Source: an optimization exercise on an open RTL-to-GDS flow (aim: a short achievable clock period). Production flows keep margins and buffers that such runs may drop.
Only simulation tests tie the RTL to the original design; equivalence was not proved.

--- flow/constraint.sdc ---
create_clock -name core_clock -period 55.0 [get_ports {clk}]
set_input_delay 11.0000 -clock core_clock [delete_from_list [all_inputs] [get_ports {clk}]]
set_output_delay 11.0000 -clock core_clock [all_outputs]
set_load 0.01 [all_outputs]
--- flow/config.mk ---
export PLATFORM = sky130hd
export DESIGN_NAME = tinybasu_core
export DESIGN_NICKNAME = tinybasu_core
export VERILOG_FILES = /design/flow/design.v
export SDC_FILE = /design/flow/constraint.sdc
export NUM_CORES = 4
export LEC_CHECK = 0
export CAP_MARGIN = 20
export CORE_MARGIN = 2
export CORE_UTILIZATION = 40
export SLEW_MARGIN = 20
--- flow/flow/run.sh ---
#!/bin/bash
# The standard layout (the standard.sh: ORFS synthesis to final layout,
# at the design's clock period and constraints), with two changes to how it
# optimises:
#  - the port buffers that the standard flow inserts are sky130 buf_8 cells
#    instead of the default choice, so that the port paths are fast;
#  - ORFS's repair_timing aims for a larger setup slack (SETUP_SLACK_MARGIN),
#    so that it also works on the longest paths that already meet 55 ns.
set -euo pipefail
export BUFFER_PORTS_ARGS="-buffer_cell sky130_fd_sc_hd__buf_8"
export SETUP_SLACK_MARGIN=33
bash standard.sh finish > standard_finish.log 2>&1
--- flow/design.v ---
module tinybasu_core (
    input  wire        clk,
    input  wire        rst,           
    input  wire [15:0] budget,
    input  wire [2:0]  strategy,
    output reg         mem_en,
    output reg         mem_we,
    output reg  [8:0]  mem_addr,
    output reg  [15:0] mem_wdata,
    input  wire [15:0] mem_rdata,
    output wire        done,
    output reg  [1:0]  run_state,
    output reg  [2:0]  fault_cause,
    output reg  [15:0] fault_pc,
    output reg  [15:0] fault_info,
    output wire [15:0] pc_out,
    output reg  [16:0] cycles,
    output reg  [16:0] executed,
    output reg  [16:0] stalls,
    output reg  [16:0] flushes,
    input  wire [2:0]  dbg_sel,
    output wire [15:0] dbg_reg
);
    localparam RS_RUN   = 2'd0;
    localparam RS_HALT  = 2'd1;
    localparam RS_TOUT  = 2'd2;
    localparam RS_FAULT = 2'd3;
    localparam F_NONE  = 3'd0;
    localparam F_MEM   = 3'd1;
    localparam F_FETCH = 3'd2;
    localparam F_ILL   = 3'd3;
    localparam F_DIV0  = 3'd4;
    localparam F_SHIFT = 3'd5;
    localparam OP_R    = 4'd0;
    localparam OP_ADDI = 4'd1;
    localparam OP_LI   = 4'd2;
    localparam OP_LUI  = 4'd3;
    localparam OP_LW   = 4'd4;
    localparam OP_SW   = 4'd5;
    localparam OP_BEQ  = 4'd6;
    localparam OP_BNE  = 4'd7;
    localparam OP_SLL  = 4'd8;
    localparam OP_SRL  = 4'd9;
    localparam OP_SRA  = 4'd10;
    localparam OP_JMP  = 4'd11;
    localparam OP_JAL  = 4'd12;
    localparam ST_AT = 3'd0;
    localparam ST_AN = 3'd1;
    localparam ST_1B = 3'd2;
    localparam ST_2B = 3'd3;
    localparam ST_8S = 3'd4;
    localparam S_RUN   = 2'd0;
    localparam S_DRAIN = 2'd1;    
    localparam S_DONE  = 2'd2;
    localparam CB = 5;            
    localparam CN = 1 << CB;      
    localparam TB = 9 - CB;       
    reg [1:0]  state;
    reg [15:0] pc;
    reg [15:0] regs [0:7];
    reg [15:0] budget_q;
    reg [2:0]  strat_q;
    reg        ir_v;
    reg [15:0] ir;
    reg        mf_v;
    reg        fill_v;
    reg [8:0]  fill_a;
    localparam PF_W = 9'd16;
    reg [8:0]  pf_a;
    reg        pa_v;
    reg        pa_we;
    reg [8:0]  pa_addr;
    reg [15:0] pa_wdata;
    reg [2:0]  pa_rd;
    reg        lw_v;
    reg [2:0]  lw_rd;
    localparam DV_S = 8;         
    localparam DV_N = 16 / DV_S;  
    reg        dv_busy;
    reg        dv_kill;      
    reg [4:0]  dv_cnt;
    wire       dv_last = (dv_cnt == DV_N - 1);
    reg        dv_neg;
    reg [2:0]  dv_rd;
    reg [15:0] dv_q;        
    reg [15:0] dv_r;        
    reg [15:0] dv_b;        
    reg [17:0] dv_b3;       
    reg          c_v   [0:CN-1];
    reg [TB-1:0] c_tag [0:CN-1];
    reg [15:0]   c_dat [0:CN-1];
    reg        bpt_valid [0:127];
    reg [2:0]  bpt_state [0:127];
    assign done    = (state == S_DONE);
    assign pc_out  = pc;
    assign dbg_reg = regs[dbg_sel];
    wire        inst_v = ir_v | mf_v;
    wire [15:0] w      = ir_v ? ir : mem_rdata;
    wire [3:0]  opcode = w[15:12];
    wire [2:0]  rd     = w[11:9];
    wire [2:0]  rs     = w[8:6];
    wire [2:0]  rt     = w[5:3];
    wire [2:0]  func   = w[2:0];
    wire [5:0]  immI   = w[5:0];
    wire [11:0] immJ   = w[11:0];
    wire signed [15:0] simm6  = {{10{immI[5]}}, immI};
    wire signed [15:0] simm12 = {{4{immJ[11]}}, immJ};
    wire [15:0] xd = regs[rd];
    wire [15:0] xs = (lw_v && lw_rd == rs) ? mem_rdata : regs[rs];
    wire [15:0] xt = (lw_v && lw_rd == rt) ? mem_rdata : regs[rt];
    wire [15:0] npc = pc + 16'd1;
    wire signed [16:0] ea = $signed({xs[15], xs}) + $signed({simm6[15], simm6});
    wire ea_ok = (ea >= 17'sd0) && (ea <= 17'sd511);
    function [15:0] shl;
        input [15:0] v;
        input [15:0] n;    
        begin
            shl = (n >= 16) ? 16'd0 : (v << n[3:0]);
        end
    endfunction
    function [15:0] shr;
        input [15:0] v;
        input [15:0] n;
        begin
            shr = (n >= 16) ? 16'd0 : (v >> n[3:0]);
        end
    endfunction
    function [15:0] sar;
        input [15:0] v;
        input [15:0] n;
        reg signed [15:0] sv;
        begin
            sv = v;
            if (n >= 16)
                sar = {16{v[15]}};
            else
                sar = sv >>> n[3:0];
        end
    endfunction
    wire [15:0] mul_p = xs * xt;
    wire [6:0] bkey = {opcode[0], rd, rs};    
    reg [2:0] init_state;
    always @(*) begin
        case (strat_q)
            ST_1B:   init_state = 3'd1;
            ST_2B:   init_state = 3'd2;
            ST_8S:   init_state = 3'd4;
            default: init_state = 3'd0;
        endcase
    end
    wire [2:0] cur_state = bpt_valid[bkey] ? bpt_state[bkey] : init_state;
    reg pred;
    always @(*) begin
        case (strat_q)
            ST_AT:   pred = 1'b1;
            ST_AN:   pred = 1'b0;
            ST_1B:   pred = cur_state[0];
            ST_2B:   pred = (cur_state >= 3'd2);
            default: pred = (cur_state >= 3'd4);
        endcase
    end
    wire br_taken = (opcode == OP_BEQ) ? (xd == xs) : (xd != xs);
    reg [2:0] next_bstate;
    always @(*) begin
        case (strat_q)
            ST_1B:   next_bstate = {2'b00, br_taken};
            ST_2B:   next_bstate = br_taken ? ((cur_state == 3'd3) ? 3'd3 : cur_state + 3'd1)
                                            : ((cur_state == 3'd0) ? 3'd0 : cur_state - 3'd1);
            default: next_bstate = br_taken ? ((cur_state == 3'd7) ? 3'd7 : cur_state + 3'd1)
                                            : ((cur_state == 3'd0) ? 3'd0 : cur_state - 3'd1);
        endcase
    end
    wire bpt_dynamic = (strat_q == ST_1B) || (strat_q == ST_2B) || (strat_q == ST_8S);
    reg        x_fault;
    reg [2:0]  x_cause;
    reg [15:0] x_info;
    reg        x_wr;           
    reg [2:0]  x_wr_idx;
    reg [15:0] x_wr_val;
    reg [15:0] x_pc;           
    reg [1:0]  x_cost;
    reg        x_branch;       
    reg        x_mispred;
    reg        x_load;
    reg        x_store;
    reg        x_div;
    always @(*) begin
        x_fault   = 1'b0;
        x_cause   = F_NONE;
        x_info    = w;
        x_wr      = 1'b0;
        x_wr_idx  = rd;
        x_wr_val  = 16'd0;
        x_pc      = npc;
        x_cost    = 2'd1;
        x_branch  = 1'b0;
        x_mispred = 1'b0;
        x_load    = 1'b0;
        x_store   = 1'b0;
        x_div     = 1'b0;
        case (opcode)
            OP_R: begin
                x_wr = 1'b1;
                case (func)
                    3'd0: x_wr_val = xs + xt;
                    3'd1: x_wr_val = xs - xt;
                    3'd2: x_wr_val = ($signed(xs) < $signed(xt)) ? 16'd1 : 16'd0;
                    3'd3: x_wr_val = mul_p;
                    3'd4: begin
                        x_wr = 1'b0;
                        if (xt == 16'd0) begin
                            x_fault = 1'b1;
                            x_cause = F_DIV0;
                        end else begin
                            x_div = 1'b1;
                        end
                    end
                    3'd5, 3'd6: begin
                        if (xt[15]) begin
                            x_fault = 1'b1;
                            x_cause = F_SHIFT;
                        end else if (func == 3'd5) begin
                            x_wr_val = shl(xs, xt);
                        end else begin
                            x_wr_val = shr(xs, xt);
                        end
                    end
                    default: begin
                        x_fault = 1'b1;
                        x_cause = F_ILL;
                    end
                endcase
            end
            OP_ADDI: begin
                x_wr     = 1'b1;
                x_wr_val = xs + simm6;
            end
            OP_LI: begin
                x_wr     = 1'b1;
                x_wr_val = simm6;
            end
            OP_LUI: begin
                x_wr     = 1'b1;
                x_wr_val = {immI, 10'd0};
            end
            OP_LW: begin
                if (!ea_ok) begin
                    x_fault = 1'b1;
                    x_cause = F_MEM;
                    x_info  = ea[15:0];
                end else begin
                    x_load = 1'b1;
                end
            end
            OP_SW: begin
                if (!ea_ok) begin
                    x_fault = 1'b1;
                    x_cause = F_MEM;
                    x_info  = ea[15:0];
                end else begin
                    x_store = 1'b1;
                end
            end
            OP_BEQ, OP_BNE: begin
                x_branch  = 1'b1;
                x_mispred = (pred != br_taken);
                if (br_taken) begin
                    x_pc   = npc + simm6;
                    x_cost = 2'd3;
                end
            end
            OP_SLL, OP_SRL, OP_SRA: begin
                if (immI[5]) begin
                    x_fault = 1'b1;
                    x_cause = F_SHIFT;
                end else begin
                    x_wr = 1'b1;
                    case (opcode)
                        OP_SLL:  x_wr_val = shl(xs, simm6);
                        OP_SRL:  x_wr_val = shr(xs, simm6);
                        default: x_wr_val = sar(xs, simm6);
                    endcase
                end
            end
            OP_JMP: begin
                x_pc = npc + simm12;
            end
            OP_JAL: begin
                x_pc     = npc + simm12;
                x_wr     = 1'b1;
                x_wr_idx = 3'd7;
                x_wr_val = npc + simm12;
            end
            default: begin
                x_fault = 1'b1;
                x_cause = F_ILL;
            end
        endcase
    end
    wire use_rd = (opcode <= OP_SRA);
    wire use_rs = (opcode <= OP_SRA) && (opcode != OP_LI) && (opcode != OP_LUI);
    wire use_rt = (opcode == OP_R);
    wire use_r7 = (opcode == OP_JAL);
    function busy_reg;
        input [2:0] r;
        begin
            busy_reg = (lw_v && lw_rd == r) || (pa_v && !pa_we && pa_rd == r) ||
                       (dv_busy && dv_rd == r);
        end
    endfunction
    wire fwd_ok = !((opcode == OP_LW) || (opcode == OP_SW) ||
                    (opcode == OP_BEQ) || (opcode == OP_BNE));
    function busy_x;
        input [2:0] r;
        begin
            busy_x = (lw_v && lw_rd == r && !fwd_ok) || (pa_v && !pa_we && pa_rd == r) ||
                     (dv_busy && dv_rd == r);
        end
    endfunction
    function busy_w;
        input [2:0] r;
        begin
            busy_w = (pa_v && !pa_we && pa_rd == r);
        end
    endfunction
    wire rd_read = (opcode == OP_SW) || (opcode == OP_BEQ) || (opcode == OP_BNE);
    wire rd_wr   = use_rd && !rd_read;
    wire hz_reg = (rd_read && busy_x(rd)) || (rd_wr && busy_w(rd)) ||
                  (use_rs && busy_x(rs)) || (use_rt && busy_x(rt)) ||
                  (use_r7 && busy_w(3'd7));
    wire dv_kill_set = dv_busy && ((rd_wr && rd == dv_rd) || (use_r7 && dv_rd == 3'd7));
    wire hz_div = dv_busy && (opcode == OP_R) && (func == 3'd4);
    wire hz_port = ir_v && pa_v && ((opcode == OP_LW) || (opcode == OP_SW));
    wire hz = hz_reg || hz_div || hz_port;
    wire running = (state == S_RUN);
    wire timeout = ({1'b0, budget_q} < cycles);
    wire pc_bad  = pc[15] || (pc > 16'd511);
    wire chk_ok  = running && !timeout && !pc_bad;
    wire halt    = chk_ok && inst_v && (w == 16'd0);
    wire go      = chk_ok && inst_v && (w != 16'd0) && !hz;
    wire commit  = go && !x_fault;
    wire fault   = go && x_fault;
    wire stop    = running && (timeout || pc_bad || halt || fault);
    wire hold    = chk_ok && inst_v && (w != 16'd0) && hz;    
    wire [3:0]  i_op  = ir[15:12];
    wire [2:0]  i_rd  = ir[11:9];
    wire [2:0]  i_rs  = ir[8:6];
    wire [15:0] i_s6  = {{10{ir[5]}}, ir[5:0]};
    wire [15:0] i_s12 = {{4{ir[11]}}, ir[11:0]};
    wire [15:0] i_xd  = regs[i_rd];
    wire [15:0] i_xs  = regs[i_rs];
    wire signed [16:0] i_ea = $signed({i_xs[15], i_xs}) + $signed({i_s6[15], i_s6});
    wire i_ea_ok = (i_ea >= 17'sd0) && (i_ea <= 17'sd511);
    wire i_ldst  = (i_op == OP_LW) || (i_op == OP_SW);
    wire i_taken = (i_op == OP_BEQ) ? (i_xd == i_xs) : (i_xd != i_xs);
    wire [15:0] i_x_pc = ((i_op == OP_JMP) || (i_op == OP_JAL)) ? npc + i_s12 :
                         (((i_op == OP_BEQ) || (i_op == OP_BNE)) && i_taken) ? npc + i_s6 :
                         npc;
    wire x_acc   = chk_ok && ir_v && i_ldst && i_ea_ok && !pa_v &&
                   ((i_op == OP_SW) ? !busy_reg(i_rd) : !busy_w(i_rd)) && !busy_reg(i_rs);
    wire x_acc_st = x_acc && (i_op == OP_SW);
    wire pa_set  = commit && !ir_v && (x_load || x_store);
    wire [15:0]   nxt_pc = commit ? x_pc : pc;
    wire [CB-1:0] l_idx  = nxt_pc[CB-1:0];
    wire          l_hit  = c_v[l_idx] && (c_tag[l_idx] == nxt_pc[8:CB]);
    wire       st_now   = (pa_v && pa_we) || x_acc_st;
    wire [8:0] st_now_a = pa_v ? pa_addr : i_ea[8:0];
    wire       st_nxt   = pa_set && x_store;
    reg        n_v;
    reg [15:0] n_w;
    always @(*) begin
        if (st_nxt && ea[8:0] == nxt_pc[8:0]) begin
            n_v = 1'b1;
            n_w = xd;
        end else if (st_now && st_now_a == nxt_pc[8:0]) begin
            n_v = 1'b1;
            n_w = pa_v ? pa_wdata : i_xd;
        end else begin
            n_v = l_hit;
            n_w = c_dat[l_idx];
        end
    end
    wire [16:0] cycles_n = cycles + {15'd0, x_cost};
    wire early_halt = commit && ir_v && n_v && (n_w == 16'd0) &&
                      !({1'b0, budget_q} < cycles_n) &&
                      !(x_pc[15] || (x_pc > 16'd511));
    wire        fetch = running && !pa_v && !x_acc;
    wire [15:0] fd    = ir_v ? i_x_pc : (mf_v ? npc : pc);
    wire [CB-1:0] fd_idx = fd[CB-1:0];
    wire        fd_hit = c_v[fd_idx] && (c_tag[fd_idx] == fd[8:CB]) && (fd[15:9] == 7'd0);
    wire [8:0]  pf_dist = pf_a - pc[8:0];
    wire        pf_go = fd_hit && (pf_dist != 9'd0) && (pf_dist <= PF_W);
    wire [15:0] fa    = pf_go ? {7'd0, pf_a} : fd;
    wire        f_ok  = fetch && (fa == nxt_pc) && !(st_nxt && ea[8:0] == fa[8:0]);
    always @(*) begin
        mem_en    = 1'b0;
        mem_we    = 1'b0;
        mem_addr  = fa[8:0];
        mem_wdata = i_xd;
        if (pa_v) begin
            mem_en    = 1'b1;
            mem_we    = pa_we;
            mem_addr  = pa_addr;
            mem_wdata = pa_wdata;
        end else if (x_acc) begin
            mem_en    = 1'b1;
            mem_we    = x_acc_st;
            mem_addr  = i_ea[8:0];
        end else if (fetch) begin
            mem_en    = 1'b1;
        end
    end
    wire [15:0] abs_s = xs[15] ? (16'd0 - xs) : xs;
    wire [15:0] abs_t = xt[15] ? (16'd0 - xt) : xt;
    function [31:0] div8;
        input [15:0] q;
        input [15:0] r;
        input [15:0] b;
        input [17:0] b3;
        reg [15:0] qq, rr;
        reg [17:0] t;
        reg [18:0] d1, d2, d3;
        integer k;
        begin
            qq = q;
            rr = r;
            for (k = 0; k < 4; k = k + 1) begin
                t  = {rr, qq[15:14]};
                d1 = {1'b0, t} - {3'b000, b};
                d2 = {1'b0, t} - {2'b00, b, 1'b0};
                d3 = {1'b0, t} - {1'b0, b3};
                if (!d3[18]) begin
                    rr = d3[15:0];
                    qq = {qq[13:0], 2'd3};
                end else if (!d2[18]) begin
                    rr = d2[15:0];
                    qq = {qq[13:0], 2'd2};
                end else if (!d1[18]) begin
                    rr = d1[15:0];
                    qq = {qq[13:0], 2'd1};
                end else begin
                    rr = t[15:0];
                    qq = {qq[13:0], 2'd0};
                end
            end
            div8 = {qq, rr};
        end
    endfunction
    wire [31:0] dn = div8(dv_q, dv_r, dv_b, dv_b3);
    wire [15:0] dn_q = dn[31:16];
    wire [15:0] dn_r = dn[15:0];
    wire [2:0]  i_rt     = ir[5:3];
    wire [15:0] i_xt     = regs[i_rt];
    wire [15:0] i_abs_s  = i_xs[15] ? (16'd0 - i_xs) : i_xs;
    wire [15:0] i_abs_t  = i_xt[15] ? (16'd0 - i_xt) : i_xt;
    wire [17:0] i_b3     = {2'b00, i_abs_t} + {1'b0, i_abs_t, 1'b0};
    wire [31:0] i_dn     = div8(i_abs_s, 16'd0, i_abs_t, i_b3);
    wire        dv_early = ir_v && !(lw_v && (lw_rd == i_rs || lw_rd == i_rt));
    function [15:0] divsm;
        input [15:0] q;
        input [5:0]  b;
        input [7:0]  b3;
        reg [15:0] qq;
        reg [5:0]  rr;
        reg [7:0]  t;
        reg [8:0]  d1, d2, d3;
        integer k;
        begin
            qq = q;
            rr = 6'd0;
            for (k = 0; k < 8; k = k + 1) begin
                t  = {rr, qq[15:14]};
                d1 = {1'b0, t} - {3'b000, b};
                d2 = {1'b0, t} - {2'b00, b, 1'b0};
                d3 = {1'b0, t} - {1'b0, b3};
                if (!d3[8]) begin
                    rr = d3[5:0];
                    qq = {qq[13:0], 2'd3};
                end else if (!d2[8]) begin
                    rr = d2[5:0];
                    qq = {qq[13:0], 2'd2};
                end else if (!d1[8]) begin
                    rr = d1[5:0];
                    qq = {qq[13:0], 2'd1};
                end else begin
                    rr = t[5:0];
                    qq = {qq[13:0], 2'd0};
                end
            end
            divsm = qq;
        end
    endfunction
    wire        i_small = (i_xt[15:6] == 10'd0) ||
                          ((i_xt[15:6] == 10'h3ff) && (i_xt[5:0] != 6'd0));
    wire [5:0]  i_b6    = i_xt[15] ? (6'd0 - i_xt[5:0]) : i_xt[5:0];
    wire [7:0]  i_b6x3  = {2'b00, i_b6} + {1'b0, i_b6, 1'b0};
    wire        dv_fast = dv_early && i_small;
    wire [15:0] i_fq    = divsm(i_abs_s, i_b6, i_b6x3);
    wire [15:0] i_fres  = (i_xs[15] ^ i_xt[15]) ? (16'd0 - i_fq) : i_fq;
    wire [15:0] dv_res = dv_neg ? (16'd0 - dn_q) : dn_q;
    wire pend_nxt = (pa_set) || (x_acc && !x_acc_st) || (pa_v && !pa_we) ||
                    (dv_busy && !dv_last) || (commit && x_div && !dv_fast);
    integer i;
    always @(posedge clk) begin
        if (rst) begin
            state       <= S_RUN;
            pc          <= 16'd0;
            run_state   <= RS_RUN;
            fault_cause <= F_NONE;
            fault_pc    <= 16'd0;
            fault_info  <= 16'd0;
            cycles      <= 17'd0;
            executed    <= 17'd0;
            stalls      <= 17'd0;
            flushes     <= 17'd0;
            budget_q    <= budget;
            strat_q     <= strategy;
            ir_v        <= 1'b0;
            mf_v        <= 1'b0;
            fill_v      <= 1'b0;
            pf_a        <= 9'd1;
            pa_v        <= 1'b0;
            lw_v        <= 1'b0;
            dv_busy     <= 1'b0;
            for (i = 0; i < 8; i = i + 1)
                regs[i] <= 16'd0;
            for (i = 0; i < 128; i = i + 1)
                bpt_valid[i] <= 1'b0;
            for (i = 0; i < CN; i = i + 1)
                c_v[i] <= 1'b0;
        end else begin
            if (running) begin
                if (timeout) begin
                    run_state <= RS_TOUT;
                end else if (pc_bad) begin
                    run_state   <= RS_FAULT;
                    fault_cause <= F_FETCH;
                    fault_pc    <= pc;
                    fault_info  <= pc;
                end else if (halt) begin
                    run_state <= RS_HALT;
                end else if (fault) begin
                    run_state   <= RS_FAULT;
                    fault_cause <= x_cause;
                    fault_pc    <= pc;
                    fault_info  <= x_info;
                end
                if (early_halt)
                    run_state <= RS_HALT;
                if (stop || early_halt)
                    state <= pend_nxt ? S_DRAIN : S_DONE;
            end else if (state == S_DRAIN) begin
                if (!pend_nxt)
                    state <= S_DONE;
            end
            if (commit) begin
                pc       <= x_pc;
                executed <= executed + 17'd1;
                cycles   <= cycles_n;
                if (x_mispred) begin
                    stalls  <= stalls + 17'd1;
                    flushes <= flushes + 17'd1;
                end
                if (x_branch && bpt_dynamic) begin
                    bpt_valid[bkey] <= 1'b1;
                    bpt_state[bkey] <= next_bstate;
                end
            end
            if (dv_busy && dv_last && !dv_kill)
                regs[dv_rd] <= dv_res;
            if (lw_v)
                regs[lw_rd] <= mem_rdata;
            if (commit && x_wr)
                regs[x_wr_idx] <= x_wr_val;
            if (commit && x_div && dv_fast)
                regs[rd] <= i_fres;
            if (hold) begin
                ir_v <= 1'b1;
                ir   <= w;
            end else begin
                ir_v <= running && !stop && n_v;
                ir   <= n_w;
            end
            mf_v   <= running && !stop && !hold && f_ok;
            fill_v <= fetch;
            fill_a <= fa[8:0];
            if (fetch && (pf_go || !fd_hit))
                pf_a <= fa[8:0] + 9'd1;
            pa_v     <= pa_set;
            pa_we    <= x_store;
            pa_addr  <= ea[8:0];
            pa_wdata <= xd;
            pa_rd    <= rd;
            lw_v  <= (x_acc && !x_acc_st) || (pa_v && !pa_we);
            lw_rd <= pa_v ? pa_rd : i_rd;
            if (commit && x_div && !dv_fast) begin
                dv_busy <= 1'b1;
                dv_kill <= 1'b0;
                dv_neg  <= xs[15] ^ xt[15];
                dv_rd   <= rd;
                if (dv_early) begin
                    dv_cnt  <= 5'd1;
                    dv_q    <= i_dn[31:16];
                    dv_r    <= i_dn[15:0];
                end else begin
                    dv_cnt  <= 5'd0;
                    dv_q    <= abs_s;
                    dv_r    <= 16'd0;
                end
                dv_b    <= abs_t;
                dv_b3   <= {2'b00, abs_t} + {1'b0, abs_t, 1'b0};
            end else if (dv_busy) begin
                if (commit && dv_kill_set)
                    dv_kill <= 1'b1;
                dv_q    <= dn_q;
                dv_r    <= dn_r;
                dv_cnt  <= dv_cnt + 5'd1;
                if (dv_last)
                    dv_busy <= 1'b0;
            end
            for (i = 0; i < CN; i = i + 1) begin
                if (st_now && st_now_a[CB-1:0] == i &&
                    (c_tag[i] == st_now_a[8:CB] || (fill_v && fill_a == st_now_a))) begin
                    c_v[i]   <= 1'b1;
                    c_tag[i] <= st_now_a[8:CB];
                    c_dat[i] <= pa_v ? pa_wdata : i_xd;
                end else if (fill_v && fill_a[CB-1:0] == i && !(st_now && fill_a == st_now_a)) begin
                    c_v[i]   <= 1'b1;
                    c_tag[i] <= fill_a[8:CB];
                    c_dat[i] <= mem_rdata;
                end
            end
        end
    end
endmodule
--- flow/standard.sh ---
#!/bin/bash
# synth_recipe.tcl (not shown) runs the flow's synth.tcl, then flattens the netlist and writes it again
# the make line also repeats each setting of config.mk as NAME=value (left out here)
make -C /OpenROAD-flow-scripts/flow DESIGN_CONFIG=/design/flow/config.mk WORK_HOME=/design/flow/orfs CLKGATE_MAP_FILE= SYNTH_SCRIPT=/design/flow/synth_recipe.tcl "${@:-finish}"
==> results of run 1 <==
==> placed cells by master (no fill, tap or decap), types with 94 or more instances in the layout <==
| master | count |
|---|---|
| a221oi_1 | 140 |
| xnor2_1 | 587 |
| buf_4 | 507 |
| nand2_1 | 1618 |
| o21ai_0 | 1039 |
| dfxtp_1 | 301 |
| edfxtp_1 | 1303 |
| o211ai_1 | 94 |
| mux2_2 | 194 |
| a22oi_1 | 444 |
| a21o_1 | 448 |
| fa_1 | 123 |
| clkbuf_16 | 193 |
| and3_1 | 103 |
| mux4_2 | 163 |
| o21bai_1 | 113 |
| inv_1 | 559 |
| nand3_1 | 206 |
| mux2i_1 | 232 |
| nor2_1 | 910 |
| ha_1 | 724 |
| a21oi_1 | 716 |
| buf_8 | 207 |
| o22ai_1 | 101 |
| nand4_1 | 119 |
| xor2_1 | 270 |
| nor3_1 | 174 |
| a31oi_1 | 125 |
==> cell type report <==
| class | count | share of cell area |
|---|---|---|
| Inverter | 584 | 0.01576 |
| Clock inverter | 98 | 0.007456 |
| Tap cell | 4100 | 0.03661 |
| Antenna cell | 6 | 0.0001072 |
| Multi-Input combinational cell | 10260 | 0.5281 |
| Timing Repair Buffer | 736 | 0.05269 |
| Clock buffer | 236 | 0.03603 |
| Sequential cell | 1610 | 0.3232 |
==> what timing repair did <==
| item | CTS | global route |
|---|---|---|
| pin swaps | 5 | 10 |
| resized for setup | 84 | 106 |
| setup endpoints to repair | 167 | 170 |
| buffers inserted | 13 | 40 |
| cloned | 3 | 3 |
| hold buffers | 0 | 0 |
==> through the flow <==
step	cells	hold WS (ns)	area (sq um)	worst slack, ns
after detailed placement	17230	0.4401	132500	28.91
after global placement	17220	0.4327	132400	28.96
after CTS	17580	0.4536	139200	31.77
final	17630	0.4524	140100	31.75
after global routing	17630	0.4610	140100	31.75
after floorplan	13370	0.4197	123000	31.96
==> metal layers <==
layer / vias to the layer above / track usage / routed length, microns
met5: - / 0.002779 / 284
met1: 54940 / 0.4499 / 213700
li1: 49650 / - / -
met2: 7396 / 0.4711 / 218000
met3: 1425 / 0.1048 / 72810
met4: 20 / 0.1551 / 28520
==> cell families (layout without fill, tap and decap cells) <==
| group | Yosys count | count (layout) | synth area share |
|---|---|---|---|
| xor gates and xnor gates | 868 | 868 | 0.06200 |
| and+or+nand+nor | 3828 | 3828 | 0.1413 |
| adders and majority gates | 850 | 850 | 0.09414 |
| other | 0 | 6 | 0 |
| buffers and inverters | 1501 | 1654 | 0.04630 |
| DFF | 1610 | 1610 | 0.3685 |
| AOI/OAI and AO/OA | 4077 | 4078 | 0.2170 |
| muxes | 635 | 635 | 0.07081 |
==> registers in the layout, summed over array words and instances (netlist names), 18 cells and up, named ones only <==
register / count
bpt_state: 384
bpt_valid: 128
c_dat: 512
c_tag: 128
c_v: 32
dv_b3: 18
regs: 128
==> final timing paths <==
path	start	endpoint	slack, ns
setup reg to reg	flop	regs[7][14]	34.15
hold reg to reg	bpt_valid[31]	bpt_valid[31]	0.45
setup / recovery	dbg_sel[0]	dbg_reg[2]	31.75
hold / removal	bpt_valid[31]	bpt_valid[31]	0.45
==> critical path, delay by kind of cell <==
family / cells / cell delay [ns]
mux: 2 / 0.91
buf+inv: 2 / 0.30
==> impl_metrics.ini, run 1 <==
[clock_network]
htreeDepth = 4
cts.path.max_buffers = 4
cts.sinks = 1610
cts-root-buf = clkbuf_16
cts_tree = yes
cts-buffers-inserted = 186
path_clk_slew_ns = 0.06
insertion_delay_ns = 0.93

[drt]
final_antenna_net_count = 0
drc_errors = 0
dr_total_vias = 113400
drtIter0Drc = 16090
viasPerCell = 6.434
drt_pre_antenna_iters = 8
routed_wl_microns = 533300
wl_per_cell_microns = 30.25

[worst_setup_path]
end_kind = output pin
cp.arrival_ns = 12.25
cp-start-kind = input port
timing_worst_setup_path_type = in -> out
cp_cell_sequence = buf_16, mux4_2, mux2_4, buf_8
rr_worst_depth = 93
critical_path_required_ns = 44.00
cp_max_fo = 8
crit_slowest_cell = mux4_2
slowest_delay_ns = 0.51

[synth]
synthMostInstantiatedCell = nand2_1
synth_top_area_share = 0.3185
syn_area_per_cell_sq_um = 9.190
synth_ff_type = edfxtp_1
synth.distinct_cells = 109
ys_ff_latch = 1610
synth_common_cells = nand2_1, edfxtp_1, o21ai_0, nor2_1, a21oi_1
netlist_top_cells_area = edfxtp_1, ha_1, dfxtp_1
synth_edf_count = 1303
synthesis.nets = 14260
yosys.area.top_type = edfxtp_1
syn_area_sq_um = 122900
seq_area_frac_synth = 0.3685
synthCells = 13370
yosys_warnings = 4
async_reset_ff_frac = 0

[grt]
grt_pass1_vias = 105000
grt_max_degree = 136
grt_overflow_total = 0
grt_use_total = 0.3300
antenna_found_initial = 17
grt_pass1_wl_microns = 756500

[run]
max_cap_viol_count = 0

[final_layout]
utilization = 0.4582
syn2layout_area_growth_pct = 14.04
fin_nets = 14270
drive_gt1_frac = 0.1300
multi_input_area_sq_um = 74000
final.fill_count = 29300
regArea_sq_um = 45290

[placement]
hpwl_microns = 376000
place_congestion = 1.018
io_buffers = 204

[die]
coreArea_sq_um = 305800
die-area_sq_um = 311600
chipHeight_microns = 558.2
initial_core_util = 0.4018
chipWidth_microns = 558.2
io_pins = 205
rows = 203

[min_path]
min_path_type = reg -> reg
holdPathStages = 1

[run_status]
status = timing/DRC/antenna clean

[timing]
hold_viol_final = 0
slew_violations = 0
period_share = 0.4227
setup_viol = 0
fmax_mhz = 43.01
tightest_slew_ns = 1.286
setup_tns_ns = 0
layout_min_cycle_time_ns = 23.25
fin_skew_ns = 0.1161
rsz0062_at_grt = yes
relSlewSlack = 0.1392
Testbench counts, summed over its fixed seeds: clk cycles 282,436.
==> inputs of run 2 (changes only) <==
==> flow/flow/run.sh (replaced) <==
#!/bin/bash
# The standard layout (the standard.sh: ORFS synthesis to final layout),
# with the port buffers that the standard flow inserts made sky130 buf_8
# cells instead of the default choice, so that the port paths are fast.
set -euo pipefail
export BUFFER_PORTS_ARGS="-buffer_cell sky130_fd_sc_hd__buf_8"
bash standard.sh finish > standard_finish.log 2>&1
==> impl_metrics.ini, run 2 <==
[final_layout]
largest_register = c_dat
drive_gt1_frac = 0.1178
mostFrequentLayoutCell = nand2_1
largest_reg_flops = 512
top_regs = c_dat (512), bpt_state (384)
fin_nets = 14190
syn2layout_area_growth_pct = 12.75
final.fill_count = 29480
mostFrequentLayoutCells = nand2_1, edfxtp_1, o21ai_0

[clock_network]
cts-buffers-inserted = 184
cts_resized = 0
path_clk_slew_ns = 0.07
cts.sinks = 1610
htreeDepth = 4
cts_tree = yes
hold_buffers = 0
cts-root-buf = clkbuf_16
cts_setup_buffers = 0
insertion_delay_ns = 0.93
cts.path.max_buffers = 4

[die]
rows = 203
initial_core_util = 0.4018
io_pins = 205
coreArea_sq_um = 305800
die-area_sq_um = 311600
chipWidth_microns = 558.2
chipHeight_microns = 558.2

[synth]
yosys.area.top_type = edfxtp_1
synth_common_cells = nand2_1, edfxtp_1, o21ai_0, nor2_1, a21oi_1
synth_edf_count = 1303
synthesis.nets = 14260
synth.distinct_cells = 109
netlist_top_cells_area = edfxtp_1, ha_1, dfxtp_1
ys_ff_latch = 1610
synthCells = 13370
syn_area_per_cell_sq_um = 9.190
seq_area_frac_synth = 0.3685
synth_top_area_share = 0.3185
async_reset_ff_frac = 0
synthMostInstantiatedCell = nand2_1
yosys_warnings = 4
synth_ff_type = edfxtp_1
syn_area_sq_um = 122900

[drt]
dr_total_vias = 113100
wl_per_cell_microns = 29.98
final_antenna_net_count = 0
viasPerCell = 6.442
drc_errors = 0
routed_wl_microns = 526400
drtIter0Drc = 16830
drt_pre_antenna_iters = 7

[grt]
grt_pass1_wl_microns = 750600
grt_overflow_total = 0
antenna_found_initial = 18
grt_max_degree = 109
grt_use_total = 0.3262
grt_pass1_vias = 104700

[worst_setup_path]
timing_worst_setup_path_type = reg -> reg
cp-start-kind = flop
crit_slowest_cell = a311oi_1
timing.critical_path.buf_inv = 6
cp.arrival_ns = 27.24
slowest_delay_ns = 0.76
cpLargestDelayFamily = compound AO/OA/AOI/OAI gates
crit_top_cell = a21o_1
end_kind = flop
cp_max_fo = 15
critical_path_required_ns = 55.55

[timing]
fmax_mhz = 37.48
hold_viol_final = 0
setup_slack_ns = 28.32
setup_tns_ns = 0
fin_skew_ns = 0.09687
rsz0062_at_grt = no
period_share = 0.4852
setup_viol = 0
layout_min_cycle_time_ns = 26.68
slew_violations = 0
relSlewSlack = 0.1330
tightest_slew_ns = 1.289

[placement]
io_buffers = 204
dp_slack_ns = 28.77
place_congestion = 1.033
hpwl_microns = 373500

[run_status]
status = timing/DRC/antenna clean

[run]
max_cap_viol_count = 0

[min_path]
min_path_type = reg -> reg

[power_and_ir_drop]
run 2: final timing paths:
| kind | from | endpoint | slack (ns) | cells after the start |
|---|---|---|---|---|
| setup / recovery | flop | regs[4][12] | 28.32 | 98 |
| hold / removal | bpt_valid[82] | bpt_valid[82] | 0.45 | 1 |
| setup reg to reg | flop | regs[4][12] | 28.32 | 98 |
| hold reg to reg | bpt_valid[82] | bpt_valid[82] | 0.45 | 1 |
run 2: layer usage:
layer	track usage	vias up	wire, microns	part of all wire
met4	0.1495	25	28740	0.055
met1	0.4498	54570	210900	0.40
met2	0.4638	7543	213900	0.41
met3	0.09995	1495	72460	0.14
li1	-	49470	-	-
met5	0.006947	-	417	0.00079
run 2: area by class of cell:
cell class	instances	area, sq um	share of cell area
timing repair buffer	657	6550	0.04728
sequential	1610	45280	0.3269
multi-input combinational	10260	73230	0.5287
tap	4100	5130	0.03703
inverter	584	2201	0.01589
clock buffer	239	5069	0.03659
antenna	11	27.53	0.0001987
clock inverter	99	1035	0.007469
run 2: metrics by stage:
stage,std cells,hold WS (ns),util,cell area [sq um]
2_1_floorplan,13370,0.4197,-,122900
3_3_place_gp,17200,0.4305,0.4322,132200
3_5_place_dp,17200,0.4384,0.4323,132200
4_1_cts,17540,0.4539,0.4523,138300
5_1_grt,17550,0.4611,0.4529,138500
6_report,17560,0.4533,0.4530,138500
run 2: worst reg2reg max path, delay by kind of cell, from the launching register on:
kind | cells | cell delay, ns
flip-flops | 1 | 0.69
AO/OA/AOI/OAI | 43 | 10.58
adder cells (fa/ha/maj) | 10 | 3.59
buffers and inverters | 6 | 1.02
XOR/XNOR | 2 | 0.55
multiplexers | 7 | 4.03
AND/OR/NAND/NOR | 30 | 5.84
run 2: kinds of logic after synthesis:
kind of cell,synth area share
AOI/OAI and AO/OA,0.2170
and+or+nand+nor,0.1413
DFF,0.3685
buffers and inverters,0.04630
xor gates and xnor gates,0.06200
adders and majority gates,0.09414
muxes,0.07081

-- re-timing with driven ports --
The flow's constraints put no driver on any port. The routed layouts listed below were extracted and timed again, unchanged, in two steps.
Step 1 assumes that a clkbuf_16 drives the clock port and a buf_2 every other input.
Step 2 times the ports against the registers' clock, not the clock port: input delays grow and output delays shrink by t, the midpoint of the rising clock arrivals with the driver on.
Three values: no drivers, after step 1, after step 2; two values: the first two.
run | t, ns | setup WS [ns] | hold slack, ns | worst slew at a driven data input, ns
run 1 | 0.982 | 31.752 / 31.286 / 31.286 | 0.452 / 0.452 / 0.452 | 0.54
run 2 | 0.988 | 28.316 / 28.316 / 28.316 | 0.453 / 0.453 / 0.453 | 0.19
After both steps every run listed still meets setup and hold. For run 1, which loses most, drivers alone change the setup slack by -0.466 ns; drivers and shift together by -0.466 ns.
